Context: an optimization exercise on an open-source flow, tuned for a short achievable clock period and few clock cycles. The choices shown serve that exercise and are no tape-out recipe. The clock port is modelled as an ideal driver, which makes a skipped or thinned clock tree look cheaper than it is; a real chip needs a root buffer or a tree. Power figures rest on the tool's default switching activity, not on a simulated workload.

run 1:
Design cm0_dbgctl, start of the top module:
module cm0_dbgctl #(
    parameter integer P_POLL_LIMIT = 100
) (
    input  wire        clk,
    input  wire        rst,            
    input  wire        cmd_valid,
    output wire        cmd_ready,
    input  wire [31:0] cmd_word,
    input  wire [31:0] cmd_arg,
    output reg         resp_valid,
    output reg  [2:0]  resp_status,
    output reg  [31:0] resp_data,
    output reg  [7:0]  resp_err,
    output wire        bus_req,
    output wire        bus_we,
    output wire [31:0] bus_addr,
    output wire [31:0] bus_wdata,
    input  wire        bus_ack,
    input  wire [31:0] bus_rdata,
    input  wire        bus_err,
    input  wire [7:0]  bus_err_code
);
make LEC_CHECK=0 ABC_CLOCK_PERIOD_IN_PS=1500 CAP_MARGIN=20 CORE_MARGIN=2 CORE_UTILIZATION=40 SETUP_SLACK_MARGIN=3.5 SLEW_MARGIN=20 TNS_END_PERCENT=100 finish   # period 5.0 ns
run.sh (not shown) runs the stock make flow with config.mk's settings and CLKGATE_MAP_FILE= SYNTH_SCRIPT=/design/flow/synth_recipe.tcl, a recipe that flattens the netlist after the stock synthesis.
## Diff of input files: run 2 against run 1
--- a/flow/config.mk
+++ b/flow/config.mk
@@ -7,3 +7,2 @@
 export LEC_CHECK = 0
-export ABC_CLOCK_PERIOD_IN_PS = 1500
 export CAP_MARGIN = 20
@@ -11,4 +10,2 @@
 export CORE_UTILIZATION = 40
-export SETUP_SLACK_MARGIN = 3.5
 export SLEW_MARGIN = 20
-export TNS_END_PERCENT = 100
## What came out
Run 2 vs run 1: time the worst path needs with I/O delays and setup up in run 2
Global-route wire length before repair on run 2 is ahead of run 1.
Max final critical-path setup slack across run 1 and run 2: run 1
Looking at final worst-path cycle share, run 2 sits 15 points higher than run 1 does.
The run with more routed wire is run 1, not run 2.
[inputs] run 3 vs run 2
--- a/flow/config.mk
+++ b/flow/config.mk
@@ -10,2 +10,4 @@
 export CORE_UTILIZATION = 40
+export SETUP_SLACK_MARGIN = 3.5
 export SLEW_MARGIN = 20
+export TNS_END_PERCENT = 100
Looking at part of the total power dissipated in sequential elements, run 3 sits below run 2.
In the tables for run 3 and run 2, part of the cycle the worst path needs reads lower with run 3.
Relative max-transition margin improves in run 3 relative to run 2.
Run 3: data arrival time of the critical path is 0.61 ns lower than what run 2 reported.
Worst IR drop on VDD: run 3 vs run 2 up about 7%
or3_4 as the critical-path cell with the highest stage delay was reported by run 3, and clkdlybuf4s50_1 by run 2.
The run showing the smaller switching share of power is run 2.
Internal power component shrinks by a few percent when moving from run 2 to run 3.
Function was not checked in any run of this note: the RTL went through the layout flow alone.


Another version of the RTL of cm0_dbgctl (not shown whole).
Size in the first run: roughly 680 cells after synthesis, roughly 170 flip-flops, roughly 220 I/O pins, ~7000 sq um of cells after synthesis.
clock: 5.0 ns
lec_check: 0
cap_margin: 20
core_margin: 2
core_utilization: 40
setup_slack_margin: 3.1
slew_margin: 20
synth_hierarchical: 1
standard.sh (not shown) runs the stock make flow with config.mk's settings and CLKGATE_MAP_FILE= SYNTH_SCRIPT=/design/flow/synth_recipe.tcl, a recipe that flattens the netlist after the stock synthesis.
==> flow/flow/run.sh <==
#!/bin/bash
# Layout flow: the standard synthesis unchanged, then the standard ORFS
# steps with port buffers that the resizer may size freely and a two-level
# hand-built clock tree (flow/cts_hook.tcl).
set -euo pipefail
W="$(pwd)"
F="$W/flow"
bash "$W/standard.sh" synth > "$W/make_synth.log" 2>&1
bash "$W/standard.sh" \
    MATCH_CELL_FOOTPRINT=0 \
    "BUFFER_PORTS_ARGS=-buffer_cell sky130_fd_sc_hd__buf_4" \
    "PRE_CTS_TCL=$F/cts_hook.tcl" \
    finish > "$W/make_layout.log" 2>&1
==> flow/flow/cts_hook.tcl <==
# PRE_CTS hook: build a shallow, balanced clock tree by hand (four root
# buffers fed by the clock port, each driving two leaf buffers, each leaf
# driving the registers placed around it) in place of TritonCTS's deeper
# H-tree.  Every register is reached through exactly two buffers.
source [file join [file dirname [info script]] cts_tree.tcl]
my_manual_cts 4 8 sky130_fd_sc_hd__clkbuf_16 sky130_fd_sc_hd__clkbuf_16
rename clock_tree_synthesis my_unused_cts
proc clock_tree_synthesis { args } {
  puts "clock tree built by the PRE_CTS hook; TritonCTS not run"
  set_propagated_clock [all_clocks]
}
Other scripts of this flow, unchanged in this note and not shown: flow/flow/cts_tree.tcl
Change:
--- a/flow/flow/run.sh
+++ b/flow/flow/run.sh
@@ -3,2 +3,3 @@
-# steps with port buffers that the resizer may size freely and a two-level
-# hand-built clock tree (flow/cts_hook.tcl).
+# steps with port buffers that the resizer may size freely, a two-level
+# hand-built clock tree (flow/cts_hook.tcl) and timing repair run to rising
+# margins (flow/repair_steps.tcl).
@@ -12,0 +14 @@
+    "PRE_GLOBAL_ROUTE_TCL=$F/grt_hook.tcl" \
--- a/flow/flow/cts_hook.tcl
+++ b/flow/flow/cts_hook.tcl
@@ -5,0 +6 @@
+source [file join [file dirname [info script]] repair_steps.tcl]
==> flow/flow/grt_hook.tcl (new file) <==
# PRE_GLOBAL_ROUTE hook: the same stepped timing repair after global routing.
source [file join [file dirname [info script]] repair_steps.tcl]
==> flow/flow/repair_steps.tcl (new file) <==
# Timing repair in steps: the resizer is run to a series of rising setup
# margins, so that each pass starts from a design that met the last one,
# then once more for hold.
proc repair_timing_helper { args } {
  set margins {2.4 2.7 2.9 3.0 3.1 3.2 3.3 3.4}
  foreach m $margins {
    log_cmd repair_timing -setup -setup_margin $m -repair_tns 100 -verbose
  }
  log_cmd repair_timing -hold -hold_margin 0 -verbose
}
SETUP_SLACK_MARGIN = 3.3   (was 3.1)
The new run ran to the end with no violations.
Die area is unchanged.
Worst setup slack hardly moves.
Combinational power increases by a quarter to a third.
Worst hold slack stays flat.
Via count increases by a few percent.
Final cell count increases by a few percent.
Clock power increases slightly.
Final area increases by about a fifth.
Global-route usage increases by 2.3 points.
Function was not checked in any run of this note: the RTL went through the layout flow alone. In every run of this note, the design's own scripts or RTL, not TritonCTS, make the clock network.


== v6 ==
cm0_dbgctl, a different RTL version from the one above (not shown whole).
Size: about 650 cells after synthesis, about 170 flip-flops, roughly 220 I/O pins, about 6800 um^2 of cells after synthesis.
// cm0_dbgctl
module cm0_dbgctl #(
    parameter integer P_POLL_LIMIT = 100
) (
    input  wire        clk,
    input  wire        rst,            
    input  wire        cmd_valid,
    output wire        cmd_ready,
    input  wire [31:0] cmd_word,
    input  wire [31:0] cmd_arg,
    output reg         resp_valid,
    output reg  [2:0]  resp_status,
    output reg  [31:0] resp_data,
    output reg  [7:0]  resp_err,
    output wire        bus_req,
    output wire        bus_we,
    output wire [31:0] bus_addr,
    output wire [31:0] bus_wdata,
    input  wire        bus_ack,
    input  wire [31:0] bus_rdata,
    input  wire        bus_err,
    input  wire [7:0]  bus_err_code
);
clock: 5.0 ns
lec_check: 0
cap_margin: 20
core_margin: 2
core_utilization: 40
setup_slack_margin: 3.1
slew_margin: 20
==> flow/flow/run.sh <==
#!/bin/bash
# Layout flow: the standard synthesis unchanged, then the standard ORFS
# steps with port buffers that the resizer may size freely and a two-level
# hand-built clock tree (flow/cts_hook.tcl).
set -euo pipefail
W="$(pwd)"
F="$W/flow"
bash "$W/standard.sh" synth > "$W/make_synth.log" 2>&1
bash "$W/standard.sh" \
    MATCH_CELL_FOOTPRINT=0 \
    "BUFFER_PORTS_ARGS=-buffer_cell sky130_fd_sc_hd__buf_4" \
    "PRE_CTS_TCL=$F/cts_hook.tcl" \
    finish > "$W/make_layout.log" 2>&1
Other scripts of this flow, unchanged in this note and not shown: flow/flow/cts_hook.tcl, flow/flow/cts_tree.tcl
Changes in v7 relative to v6:
# v6
export LEC_CHECK = 0
export CAP_MARGIN = 20
export CORE_MARGIN = 2
export CORE_UTILIZATION = 40
export SETUP_SLACK_MARGIN = 3.1
export SLEW_MARGIN = 20
create_clock -name core_clock -period 5.0 [get_ports {clk}]
# v7
export LEC_CHECK = 0
export CAP_MARGIN = 20
export CORE_MARGIN = 2
export CORE_UTILIZATION = 40
export SETUP_SLACK_MARGIN = 3.3
export SLEW_MARGIN = 20
create_clock -name core_clock -period 5.0 [get_ports {clk}]
## What came out
Between v6 and v7, the design area is higher for v7. From v6 to v7 the numbers moved as follows: logic gate share of total power increased by 1.4 points relative to the old numbers, delay of the slowest cell on the worst path held, first-pass detailed-route iteration total has increased. From v6 to v7 the numbers moved as follows: achievable frequency now sits lower; power density over the cells now sits lower; clock network fraction of design power now sits lower.
No run of this note included a check of the RTL's function; only the layout flow was run. In every run of this note, the design's own scripts or RTL, not TritonCTS, make the clock network.

==> re-timing with driven ports <==
In the flow no input, the clock included, has a driving cell. The finished layouts below were timed again as built, in two steps.
Step 1 (the two cells are an assumption about what drives the block):
set clk [get_ports {clk}]
set_driving_cell -lib_cell sky130_fd_sc_hd__clkbuf_16 $clk
set_driving_cell -lib_cell sky130_fd_sc_hd__buf_2 [delete_from_list [all_inputs] $clk]
Step 2 adds t to the input delays and takes it off the output delays; t is the mean of the earliest and latest rising clock arrival at the registers after step 1. Input paths then give back, and output paths get back, about the clock's delay inside the block.
Slacks: ideal / step 1 / step 2; pairs: ideal / step 1.
| run | t (ns) | setup slack, ns | worst register clock-pin slew, ns |
|---|---|---|---|
| run 1 | 0.457 | 2.865 / 2.857 / 2.400 | 0.06 / 0.06 |
| run 2 | 0.451 | 2.127 / 2.139 / 1.688 | 0.06 / 0.06 |
| run 3 | 0.457 | 2.865 / 2.857 / 2.400 | 0.06 / 0.06 |
| the first run of note 2 | 0.362 | 3.052 / 3.032 / 2.730 | 0.09 / 0.09 |
| the second run of note 2 | 0.365 | 3.051 / 3.064 / 2.734 | 0.09 / 0.09 |
| v6 | 0.360 | 2.775 / 2.804 / 2.469 | 0.09 / 0.09 |
| v7 | 0.362 | 2.751 / 2.718 / 2.443 | 0.08 / 0.08 |
After both steps setup and hold are still met in every run listed.
